Source: an optimization exercise on an open RTL-to-GDS flow (aim: small area, a short achievable clock period and few clock cycles per item). Production flows keep margins and buffers that such runs may drop.
The RTL was checked by simulation tests, not by an equivalence proof against the original design.
Power and IR drop assume default switching activity.

--- flow/constraint.sdc ---
create_clock -name core_clock -period 9.0 [get_ports {clk}]
set_input_delay 1.8000 -clock core_clock [delete_from_list [all_inputs] [get_ports {clk}]]
set_output_delay 1.8000 -clock core_clock [all_outputs]
set_load 0.01 [all_outputs]
--- flow/run.sh ---
#!/bin/bash
# synth_recipe.tcl (not shown) runs the flow's synth.tcl, then flattens the netlist and writes it again
# the make line also repeats each setting of config.mk as NAME=value (left out here)
make -C /OpenROAD-flow-scripts/flow DESIGN_CONFIG=/design/flow/config.mk WORK_HOME=/design/flow/orfs CLKGATE_MAP_FILE= SYNTH_SCRIPT=/design/flow/synth_recipe.tcl finish
--- flow/config.mk ---
export PLATFORM = sky130hd
export DESIGN_NAME = mont_mul
export DESIGN_NICKNAME = mont_mul
export VERILOG_FILES = /design/flow/design.v
export SDC_FILE = /design/flow/constraint.sdc
export NUM_CORES = 4
export LEC_CHECK = 0
export CAP_MARGIN = 20
export CORE_MARGIN = 2
export CORE_UTILIZATION = 30
export SLEW_MARGIN = 20
--- flow/design.v ---
module mont_mul (
    input  wire         clk,
    input  wire         rst,
    input  wire         start,
    input  wire [1:0]   op,
    input  wire [259:0] a,
    input  wire [259:0] b,
    output wire         ready,
    output reg          done,
    output wire [259:0] result
);
    localparam [259:0] L  = 260'h1000000000000000000000000000000014def9dea2f79cd65812631a5cf5d3ed;
    localparam [259:0] RR = 260'h9411b7c309a3dceec73d217f5be65cb687604d63c715bea69f9d265e952d13b;
    localparam [260:0] NEGL = (261'd1 << 261) - {1'b0, L};
    localparam [124:0] LC  = L[124:0];
    localparam [1:0] OP_MUL = 2'd1, OP_TOMONT = 2'd2, OP_FROMMONT = 2'd3;
    localparam [1:0] Y_B = 2'd0, Y_RR = 2'd1, Y_ONE = 2'd2;
    reg  [260:0] A;           
    reg  [259:0] B;           
    reg  [1:0]   ysel;        
    reg  [264:0] RS, RC;      
    reg  [6:0]   cnt;
    reg          run, first, cv, sub, pend, p1, op_mul, ready_r;
    assign ready  = ready_r;
    assign result = RS[259:0];
    wire acc = start & ready_r;
    wire [259:0] Y = (ysel == Y_B)  ? B :
                     (ysel == Y_RR) ? RR : 260'd1;
    wire [264:0] s0 = first ? 265'd0 : {4'd0, RS[264:4]};
    wire [264:0] c0 = first ? 265'd0 : {4'd0, RC[264:4]};
    wire [4:0]   x5 = first ? 5'd0 : ({1'b0, RS[3:0]} + {1'b0, RC[3:0]});
    reg  [251:0] wrow;
    always @(*) begin
        case (x5[3:0])
            4'd0: wrow = 252'h000000000000000000000000000000000000000000000000000000000000000;
            4'd1: wrow = 252'hb0000000000000000000000000000000e594bc9100a3bd35c8ca4221fe901b3;
            4'd2: wrow = 252'h600000000000000000000000000000007d39db37d1cdad06106e529e2dc2f79;
            4'd3: wrow = 252'h1000000000000000000000000000000014def9dea2f79cd65812631a5cf5d3f;
            4'd4: wrow = 252'hc0000000000000000000000000000000fa73b66fa39b5a0c20dca53c5b85ef2;
            4'd5: wrow = 252'h700000000000000000000000000000009218d51674c549dc6880b5b88ab8cb8;
            4'd6: wrow = 252'h2000000000000000000000000000000029bdf3bd45ef39acb024c634b9eba7e;
            4'd7: wrow = 252'hd00000000000000000000000000000010f52b04e4692f6e278ef0856b87bc31;
            4'd8: wrow = 252'h80000000000000000000000000000000a6f7cef517bce6b2c09318d2e7ae9f7;
            4'd9: wrow = 252'h300000000000000000000000000000003e9ced9be8e6d6830837294f16e17bd;
            4'd10: wrow = 252'he00000000000000000000000000000012431aa2ce98a93b8d1016b711571970;
            4'd11: wrow = 252'h90000000000000000000000000000000bbd6c8d3bab4838918a57bed44a4736;
            4'd12: wrow = 252'h40000000000000000000000000000000537be77a8bde735960498c6973d74fc;
            4'd13: wrow = 252'hf00000000000000000000000000000013910a40b8c82308f2913ce8b72676af;
            4'd14: wrow = 252'ha0000000000000000000000000000000d0b5c2b25dac205f70b7df07a19a475;
            4'd15: wrow = 252'h50000000000000000000000000000000685ae1592ed6102fb85bef83d0cd23b;
            default: wrow = 252'd0;
        endcase
    end
    wire [3:0]   d  = A[3:0];
    wire [264:0] p0 = d[0] ? {5'd0, Y} : 265'd0;
    wire [264:0] p1r = {4'd0, (d[1] ? Y : 260'd0), x5[4]};
    wire [264:0] p2r = {3'd0, (d[2] ? Y : 260'd0), 2'd0};
    wire [264:0] p3r = {2'd0, (d[3] ? Y : 260'd0), 3'd0};
    wire [264:0] w0 = {13'd0, wrow};
    wire [264:0] s1 = s0 ^ c0 ^ p0;
    wire [264:0] c1 = {((s0 & c0) | (s0 & p0) | (c0 & p0)), 1'b0};
    wire [264:0] s2 = p1r ^ p2r ^ p3r;
    wire [264:0] c2 = {((p1r & p2r) | (p1r & p3r) | (p2r & p3r)), 1'b0};
    wire [264:0] s3 = s1 ^ c1 ^ s2;
    wire [264:0] c3 = {((s1 & c1) | (s1 & s2) | (c1 & s2)), 1'b0};
    wire [264:0] s4 = s3 ^ c3 ^ c2;
    wire [264:0] c4 = {((s3 & c3) | (s3 & c2) | (c3 & c2)), 1'b0};
    wire [264:0] s5 = s4 ^ c4 ^ w0;
    wire [264:0] c5 = {((s4 & c4) | (s4 & w0) | (c4 & w0)), 1'b0};
    wire [260:0] bsum;
    wire [260:0] bcar;
    genvar g;
    generate
        for (g = 0; g < 16; g = g + 1) begin : blk
            wire [16:0] t = {1'b0, RS[16*g +: 16]} + {1'b0, RC[16*g +: 16]};
            assign bsum[16*g +: 16] = t[15:0];
            if (g == 0) begin : c0b
                assign bcar[0] = 1'b0;
            end
            assign bcar[16*g+16] = t[16];
            assign bcar[16*g+15 -: 15] = 15'd0;
        end
    endgenerate
    wire [4:0] ttop = RS[260:256] + RC[260:256];
    assign bsum[260:256] = ttop;
    assign bcar[260:257] = 4'd0;
    wire z  = ~|RC[260:0];
    wire ge = (|RS[260:253]) | (RS[252] & ((|RS[251:125]) | (RS[124:0] >= LC)));
    wire fin_edge = cv & z & ~p1 & (sub | ~ge);    
    wire neg_load = cv & z & ~p1 & ~sub & ge;
    wire p1_edge  = cv & z & p1;
    wire idle     = ~run & ~cv;
    wire [1:0] ysel_op = (op == OP_TOMONT) ? Y_RR : (op == OP_FROMMONT) ? Y_ONE : Y_B;
    always @(posedge clk) begin
        if (cv) begin
            RS <= {4'd0, bsum};
            RC <= neg_load ? {4'd0, NEGL} : {4'd0, bcar};
        end else begin
            RS <= s5;
            RC <= c5;
        end
        if (acc)
            A <= {1'b0, a};
        else if (p1_edge)
            A <= RS[260:0];
        else if (run)
            A <= {4'd0, A[260:4]};
        if (acc)
            B <= b;
        if (rst) begin
            run     <= 1'b0;
            first   <= 1'b0;
            cv      <= 1'b0;
            pend    <= 1'b0;
            done    <= 1'b0;
            ready_r <= 1'b1;
            cnt     <= 7'd0;
        end else begin
            done <= fin_edge;
            if (acc) begin
                ysel    <= ysel_op;
                op_mul  <= (op == OP_MUL);
                ready_r <= 1'b0;
                if (idle) begin
                    run   <= 1'b1;
                    first <= 1'b1;
                    cnt   <= 7'd0;
                    p1    <= (op == OP_MUL);
                end else begin
                    pend <= 1'b1;
                end
            end
            if (run) begin
                first <= 1'b0;
                cnt   <= cnt + 7'd1;
                if (cnt == 7'd64 && !p1)
                    ready_r <= 1'b1;
                if (cnt == 7'd65) begin
                    run <= 1'b0;
                    cv  <= 1'b1;
                    sub <= 1'b0;
                end
            end
            if (p1_edge) begin
                cv    <= 1'b0;
                run   <= 1'b1;
                first <= 1'b1;
                cnt   <= 7'd0;
                p1    <= 1'b0;
                ysel  <= Y_RR;
            end
            if (neg_load)
                sub <= 1'b1;
            if (fin_edge) begin
                cv <= 1'b0;
                if (pend || acc) begin
                    pend  <= 1'b0;
                    run   <= 1'b1;
                    first <= 1'b1;
                    cnt   <= 7'd0;
                    p1    <= acc ? (op == OP_MUL) : op_mul;
                end
            end
        end
    end
endmodule
==> metrics.cfg <==
[global_routing]
grtUsageTotal=0.226
gr-total-overflow=0
met3_usage=0.0487
grt_max_degree=197
busiest_layer=met2
grt_first_pass_wirelength_mm=517
antenna_found_initial=83
grt_pass1_vias=72071
grtUsageMet1=0.290
use_met2=0.361

[route]
via_count=70781
wl_mm=361
antenna_left=0
detail_route.wl_per_cell_um=25.5
first_pass_iters=6
drt_iter0_markers=6209
drc=0
via_per_inst=5.00

[yosys]
netlist_instances=9504
yosysWarningCount=1
synth_edf_count=525
synthesis.nets=11621
netlist_area_um2=93000
yosysSeqAreaShare=0.286
synth_flop_cell=dfxtp_1
synth-async-reset-ratio=0
synth_top_area_cell=fa_1
yosysTopAreaCellShare=0.253
avgSynthCellArea_um2=9.79
synth.area.top_cells=fa_1 (25%), edfxtp_1 (17%), dfxtp_1 (12%)
ys_seq_elements=1067
synth_cell_types=80

[critical_path]
cp_data_required_time_ns=9.69
arrival_ns=6.08
cp-end-kind=flop
r2r_cells=13
worst-setup-path-type=flop to flop
critPathMaxFanout=50
start_kind=flop
r2r_slack_ns=3.62

[timing]
fmax_mhz=186
min_period_over_period=0.598
finalMaxSlewViolations=0
rsz0062_at_grt=false
finalCriticalPeriod_ns=5.38
setup_slack_ns=3.62
final-setup-viol-count=0
finalHoldViolations=0
hold_ws_ns=0.581
tightest_slew_ns=1.19
relSlewSlack=0.210
finalSetupTns_ns=0
skew_ns=0.0476

[clocking]
cts_setup_buffers=0
cts_made_buffers=148
holdBufCountCts=0
clock_sinks=1067
cts_root_buf=clkbuf_16
htree_levels=4
clkLatencyLatePin_ns=0.85
clock_path_buffers=4
cts_resized=0
clk_pin_slew_ns=0.06
cts_tree=built

[placed_design]
post-place-ws_ns=3.59
dp.cells=13847
place_hpwl_mm=277
io_buffer_count=786
gp_congestion=0.922

[finish]
drive_gt1_frac=0.0538
fillerInstances=31362
fin_nets=11994
post-route-util=0.351
regArea_um2=26600
final_cell_count_no_fill=14144
multiInputGateArea_um2=57800
syn_to_final_growth_pct=16.4

[floorplanning]
chipHeight_um=561
die_w_um=561
ios=787
core_um2=309000
start_util=0.301
rows=204
die_area_um2=315000

[job]
drv_cap=0

[power_and_ir_drop]
p_per_area_nw_per_um2=400
p_leak_nw=47.0
vdd_ir_drop_max_mv=0.300

[min_path]
hold_path_class=flop to flop
hold_path_depth=2

[run_status]
outcome=timing/DRC/antenna clean

[cells in the final DEF, fill, tap and decap left out, types with 18 or more instances in the layout]
cell             count
inv_1             1357
fa_1              1178
nor2_1             939
clkdlybuf4s50_1    786
nor2b_1            562
dfxtp_1            540
edfxtp_1           525
and2_1             521
nand2_1            462
ha_1               414
o21ai_0            316
mux2i_1            269
a21o_1             219
a21oi_1            197
clkbuf_16          152
nor4_1             150
mux2_2             148
xnor2_1            138
o21ai_1            117
nor3_1              86
buf_4               82
nand3_1             57
nand4_1             56
a211oi_1            51
o21a_1              45
and3_1              42
o31ai_1             38
a31oi_1             38
clkbuf_1            37
nand2b_1            33
diode_2             32
or3_1               31
xor2_1              30
or2_2               25
o211ai_1            25
o21bai_1            20
clkinv_2            20
o31a_1              18
[area by class of cell]
| type | instances | area share |
|---|---|---|
| inverter | 1361 | 0.0473 |
| clock buffer | 201 | 0.0379 |
| timing repair buffer | 882 | 0.0808 |
| tap | 4120 | 0.0476 |
| multi-input combinational | 6417 | 0.533 |
| antenna | 32 | 0.000739 |
| clock inverter | 64 | 0.00653 |
| sequential | 1067 | 0.246 |
[final timing paths]
path,startpoint,endpoint
worst max-delay path,ysel[1]$_SDFFCE_PP0P_,RS[207]$_DFF_P_
worst min-delay path,A[21]$_DFFE_PP_,A[17]$_DFFE_PP_
worst max register to register,ysel[1]$_SDFFCE_PP0P_,RS[207]$_DFF_P_
worst min register to register,A[21]$_DFFE_PP_,A[17]$_DFFE_PP_
[layer usage]
layer  wire [µm]  vias up
met2      165000     3023
met5         161        -
met1      146000    35791
met3       31200      644
li1            -    31299
met4       18700       24
[state kept, by name (all words and copies together) (netlist names), 2 cells and up]
name,count
RC,264
A,261
ysel,2
RS,264
B,260
cnt,7
[where the power goes]
part	switching, mW	internal (mW)
Clock	2.52	3.58
Sequential	3.17	6.91
Combinational	14.8	12.3
[cell usage after synthesis (all sizes together) (33+ instances only)]
cell / instances
nor4: 163
fa: 1178
nand2: 462
nor2b: 562
mux2i: 269
mux2: 148
nor2: 945
a21o: 219
buf: 353
nor3: 86
a21oi: 197
dfxtp: 542
nand4: 56
a31oi: 38
nand3: 57
inv: 1359
or3: 33
o31ai: 38
ha: 414
and2: 521
edfxtp: 525
nand2b: 37
o21a: 45
clkbuf: 306
a211oi: 51
xnor2: 138
and3: 42
o21ai: 433
[cells by family (layout without fill, tap and decap cells)]
group | Yosys count | count (layout) | share of synthesized area
DFF | 1067 | 1067 | 0.286
AOI/OAI and AO/OA | 1206 | 1206 | 0.0820
muxes | 417 | 417 | 0.0469
xor gates and xnor gates | 169 | 169 | 0.0159
other | 0 | 32 | 0
adders and majority gates | 1592 | 1592 | 0.309
buffers and inverters | 2020 | 2508 | 0.0946
and+or+nand+nor | 3033 | 3033 | 0.165
[worst max-delay path: stages, from the launching register on]
cell	delay [ns]
edfxtp_1	0.48
nand2b_4	0.60
nor2_4	0.25
buf_4	0.50
buf_4	0.79
and2_1	0.24
fa_1	0.44
fa_1	0.54
inv_1	0.05
fa_1	0.50
inv_1	0.05
ha_1	0.27
a221oi_1	0.31
o211ai_1	0.13
[metrics by stage]
step	total power [mW]	area [µm²]
after floorplan	27.3	93000
after global placement	36.6	103000
after detailed placement	36.9	103000
after CTS	43.3	108000
after global routing	47.0	108000
final	43.3	108000
Testbench counts, summed over its fixed seeds: cycles 38,501, items 384.

[afterwards: timing with drivers on the ports]
Ports are ideal in the flow. The routed layout listed here was re-timed in OpenROAD.
Step 1: set_driving_cell puts a clkbuf_16 on clk and a buf_2 on each other input, an assumption about the parent block.
Step 2 moves the port delays by t, midway between the first and last clock arrival at a register: inputs arrive t later, outputs are due t later. That takes back most of the time a late clock gives input paths.
Three values: no drivers, after step 1, after step 2; two values: the first two.
shift t [ns]: 0.922
setup slack, ns: 3.615 / 3.615 / 3.456
hold slack, ns: 0.581 / 0.581 / 0.581
worst data-port slew with drivers (ns): 0.24
pins driven straight from the clock port: 1
After both steps setup and hold are still met in this run. For this run, drivers alone change the setup slack by 0.000 ns; drivers and shift together by -0.159 ns.
